This is an optimization exercise on Yosys and OpenROAD, whose aim is small area, not a production implementation.
The RTL was checked by simulation tests, not by an equivalence proof against the original design.
No activity file was given, so power comes from the tool's default toggle rates.

// fcb_core
module fcb_core (
    input  wire        clk,
    input  wire        rst,
    input  wire        op_valid,
    output wire        op_ready,
    input  wire [7:0]  op_code,
    input  wire [23:0] op_arg,
    output reg         res_valid,
    output reg  [7:0]  res_code,
    output reg  [63:0] res_data,
    input  wire        rx_valid,
    output wire        rx_ready,
    input  wire [7:0]  rx_data,
    input  wire        rx_err
);
Settings: LEC_CHECK=0, ABC_AREA=1, CAP_MARGIN=20, CORE_MARGIN=2, CORE_UTILIZATION=65, SLEW_MARGIN=20; clock period 10.0 ns.
standard.sh (not shown) runs the stock make flow with config.mk's settings and CLKGATE_MAP_FILE= SYNTH_SCRIPT=/design/flow/synth_recipe.tcl, a recipe that flattens the netlist after the stock synthesis.
==> flow/flow/run.sh <==
#!/bin/bash
# The standard layout (standard.sh) with three changes:
# - synthesis maps logic with a stronger ABC area script (three rounds of
#   choice computation, area-oriented mapping and don't-care resynthesis);
#   registers are mapped before ABC runs, so they are the standard ones;
# - port buffers use the smallest buffer cell;
# - clock tree synthesis inserts no dummy loads.
set -euo pipefail
work=$(pwd)
rm -rf "$work/scripts"
cp -r "$FLOW_HOME/scripts" "$work/scripts"
cp "$work/flow/abc_area.script" "$work/scripts/abc_area.script"
export SCRIPTS_DIR="$work/scripts"
export BUFFER_PORTS_ARGS="-buffer_cell sky130_fd_sc_hd__buf_1"
export CTS_ARGS="-sink_clustering_enable -repair_clock_nets -dont_use_dummy_load -buf_list sky130_fd_sc_hd__clkbuf_16 -sink_clustering_size 36 -sink_clustering_max_diameter 50"
bash standard.sh > "$work/orfs_make.log" 2>&1
==> flow/flow/abc_area.script <==
strash
dch
map -a
mfs2
strash
dch
map -a
mfs2
strash
dch
map -a
topo
Then changed:
--- a/flow/flow/run.sh
+++ b/flow/flow/run.sh
@@ -15 +15 @@
-export CTS_ARGS="-sink_clustering_enable -repair_clock_nets -dont_use_dummy_load -buf_list sky130_fd_sc_hd__clkbuf_16 -sink_clustering_size 36 -sink_clustering_max_diameter 50"
+export CTS_ARGS="-sink_clustering_enable -repair_clock_nets -dont_use_dummy_load -buf_list sky130_fd_sc_hd__clkbuf_16 -sink_clustering_size 30 -sink_clustering_max_diameter 80"
Effect: The changed run went through all stages and came out clean; count of clock-buffer cells in the layout shrinks by 8; first-iteration DRC count drops by a few percent; total power shrinks by a few percent; final cell count is lower slightly; die area does not change; setup slack gets worse by 0.0045 ns; non-clock buffer count does not change; wire length came out lower slightly; global-route usage is lower by 0.58 points; cell area fell slightly; critical path depth does not change.
Then changed:
- CAP_MARGIN: 20 -> 5
- SLEW_MARGIN: 20 -> 5
=> The changed run completed with no timing, DRC or antenna violations; design area is about the same; synthesized cell count is unchanged; clock power barely changes.

Another version of the RTL of fcb_core (not shown whole).
For scale: about 0.018 mm2 of cells after synthesis.
clock: 10.0 ns
lec_check: 0
abc_area: 1
cap_margin: 20
core_margin: 2
core_utilization: 40
slew_margin: 20
run.sh (not shown) runs the stock make flow with config.mk's settings and CLKGATE_MAP_FILE= SYNTH_SCRIPT=/design/flow/synth_recipe.tcl, a recipe that flattens the netlist after the stock synthesis.
Stock flow here: none of the scripts above is used.
The first run produced a clean layout.
Then changed:
CORE_UTILIZATION = 65   (was 40)
CTS_BUF_LIST = sky130_fd_sc_hd__clkbuf_16   (was unset)
CTS_CLUSTER_DIAMETER = 80   (was unset)
CTS_CLUSTER_SIZE = 30   (was unset)
What happened: The changed run produced a clean layout; setup slack got worse by 6.3 ps; sequential cell count does not change; combinational power stays flat; maximum frequency hardly moves; clock-buffer cell count goes down by 55; power goes down by 18%.
Then changed:
==> flow/flow/run.sh (new file) <==
#!/bin/bash
# Standard layout with two changes: port buffers use the smallest buffer cell,
# and clock tree synthesis inserts no dummy loads.
set -euo pipefail
export BUFFER_PORTS_ARGS="-buffer_cell sky130_fd_sc_hd__buf_1"
export CTS_ARGS="-sink_clustering_enable -repair_clock_nets -dont_use_dummy_load -buf_list sky130_fd_sc_hd__clkbuf_16 -sink_clustering_size 30 -sink_clustering_max_diameter 80"
bash standard.sh > orfs_make.log 2>&1
==> flow/standard.sh (new file) <==
#!/bin/bash
# synth_recipe.tcl (not shown) runs the flow's synth.tcl, then flattens the netlist and writes it again
# the make line also repeats each setting of config.mk as NAME=value (left out here)
make -C /OpenROAD-flow-scripts/flow DESIGN_CONFIG=/design/flow/config.mk WORK_HOME=/design/flow/orfs CLKGATE_MAP_FILE= SYNTH_SCRIPT=/design/flow/synth_recipe.tcl "${@:-finish}"
CTS_BUF_LIST = unset   (was sky130_fd_sc_hd__clkbuf_16)
CTS_CLUSTER_DIAMETER = unset   (was 80)
CTS_CLUSTER_SIZE = unset   (was 30)
removed: flow/run.sh
After rerunning: The changed run passed the timing, DRC and antenna checks. Area after synthesis is unchanged. Clock power went down by about 9%. Critical path depth went up by 3. Sequential cell count does not change. Routed wire length went down by 7.7%.

Another version of the RTL of fcb_core (not shown whole).
Size in the first run: about 1600 cells after synthesis, ~550 flip-flops, roughly 17000 um^2 of cells after synthesis.
==> flow/config.mk <==
export PLATFORM = sky130hd
export DESIGN_NAME = fcb_core
export DESIGN_NICKNAME = fcb_core
export VERILOG_FILES = /design/flow/design.v
export SDC_FILE = /design/flow/constraint.sdc
export NUM_CORES = 4
export LEC_CHECK = 0
export ABC_AREA = 1
export CAP_MARGIN = 20
export CORE_MARGIN = 2
export CORE_UTILIZATION = 65
export SLEW_MARGIN = 20
==> flow/constraint.sdc <==
create_clock -name core_clock -period 10.0 [get_ports {clk}]
set_input_delay 2.0000 -clock core_clock [delete_from_list [all_inputs] [get_ports {clk}]]
set_output_delay 2.0000 -clock core_clock [all_outputs]
set_load 0.01 [all_outputs]
standard.sh (not shown) runs the stock make flow with config.mk's settings and CLKGATE_MAP_FILE= SYNTH_SCRIPT=/design/flow/synth_recipe.tcl, a recipe that flattens the netlist after the stock synthesis.
==> flow/flow/run.sh <==
#!/bin/bash
# The standard layout (standard.sh) with three changes:
# - synthesis maps logic with a stronger ABC area script (three rounds of
#   choice computation, area-oriented mapping and don't-care resynthesis);
#   registers are mapped before ABC runs, so they are the standard ones;
# - port buffers use the smallest buffer cell;
# - clock tree synthesis inserts no dummy loads.
set -euo pipefail
work=$(pwd)
rm -rf "$work/scripts"
cp -r "$FLOW_HOME/scripts" "$work/scripts"
cp "$work/flow/abc_area.script" "$work/scripts/abc_area.script"
export SCRIPTS_DIR="$work/scripts"
export BUFFER_PORTS_ARGS="-buffer_cell sky130_fd_sc_hd__buf_1"
export CTS_ARGS="-sink_clustering_enable -repair_clock_nets -dont_use_dummy_load -buf_list sky130_fd_sc_hd__clkbuf_16 -sink_clustering_size 30 -sink_clustering_max_diameter 80 -root_buf sky130_fd_sc_hd__clkbuf_8"
bash standard.sh > "$work/orfs_make.log" 2>&1
Scripts as last shown in full above: flow/flow/abc_area.script
The starting point produced a clean layout.
Then changed:
--- a/flow/flow/run.sh
+++ b/flow/flow/run.sh
@@ -14,3 +14,3 @@
 export BUFFER_PORTS_ARGS="-buffer_cell sky130_fd_sc_hd__buf_1"
-export CTS_ARGS="-sink_clustering_enable -repair_clock_nets -dont_use_dummy_load -buf_list sky130_fd_sc_hd__clkbuf_16 -sink_clustering_size 30 -sink_clustering_max_diameter 80 -root_buf sky130_fd_sc_hd__clkbuf_8"
+export CTS_ARGS="-sink_clustering_enable -repair_clock_nets -dont_use_dummy_load -buf_list sky130_fd_sc_hd__clkbuf_16 -sink_clustering_size 30 -sink_clustering_max_diameter 80"
 bash standard.sh > "$work/orfs_make.log" 2>&1
The new run completed with no timing, DRC or antenna violations; maximum frequency is about the same; synthesized cell count does not change; sequential cell count stays the same; global-route usage came out lower by 0.18 points; cell area barely changes; wire length decreases by 1.2%.
Then changed:
--- a/flow/flow/run.sh
+++ b/flow/flow/run.sh
@@ -6,3 +6,3 @@
 # - port buffers use the smallest buffer cell;
-# - clock tree synthesis inserts no dummy loads.
+# - clock tree synthesis inserts no dummy loads and uses a smaller root buffer.
 set -euo pipefail
@@ -14,3 +14,3 @@
 export BUFFER_PORTS_ARGS="-buffer_cell sky130_fd_sc_hd__buf_1"
-export CTS_ARGS="-sink_clustering_enable -repair_clock_nets -dont_use_dummy_load -buf_list sky130_fd_sc_hd__clkbuf_16 -sink_clustering_size 30 -sink_clustering_max_diameter 80"
+export CTS_ARGS="-sink_clustering_enable -repair_clock_nets -dont_use_dummy_load -buf_list sky130_fd_sc_hd__clkbuf_16 -sink_clustering_size 30 -sink_clustering_max_diameter 80 -root_buf sky130_fd_sc_hd__clkbuf_8"
 bash standard.sh > "$work/orfs_make.log" 2>&1
Total power falls by 0.83%. Via count grows by 0.53%. Non-clock buffer count is unchanged. Design area is about the same. Routed wire length grows by 1.2%. Hold slack got worse by 0.011 ns. Sequential share of layout area goes up by 0.12 points. Register-to-register slack gains 0.10 ns. Cell count is unchanged.

## separate check: timing with driven ports
In the flow no input, the clock included, has a driving cell. The finished layouts below were timed again as built, in two steps.
Step 1 sets driving cells, clkbuf_16 on the clock port and buf_2 on the other inputs (assumed; they add their load-dependent delay and slew).
Step 2, shift: input delay + t, output delay - t, t = (earliest + latest rising clock arrival at the registers) / 2. This alone moves slack from input paths to output paths.
Three values: ideal, step 1, step 2; two values: the first two.
run	t, ns	slack for setup (ns)	worst setup path after step 2	slew at the worst register clock pin (ns)	pins driven straight from the clock port
the first run of note 1	0.623	2.838 / 2.815 / 2.815	input to output	0.12 / 0.12	1
the second run of note 1	0.579	2.834 / 2.810 / 2.810	input to output	0.12 / 0.12	1
the third run of note 1	0.578	2.812 / 2.789 / 2.789	input to output	0.12 / 0.12	1
the first run of note 2	0.647	2.394 / 2.370 / 2.370	input to output	0.07 / 0.07	1
the second run of note 2	0.611	2.387 / 2.354 / 2.354	input to output	0.12 / 0.12	1
the third run of note 2	0.595	3.260 / 3.237 / 3.237	input to output	0.11 / 0.11	1
the first run of note 3	0.666	2.821 / 2.770 / 2.805	input to output	0.12 / 0.12	1
the second run of note 3	0.579	2.834 / 2.810 / 2.810	input to output	0.12 / 0.12	1
the third run of note 3	0.666	2.821 / 2.770 / 2.805	input to output	0.12 / 0.12	1
After both steps setup and hold are still met in every run listed. For the second run of note 2, which loses most, drivers alone change the setup slack by -0.033 ns; drivers and shift together by -0.033 ns.
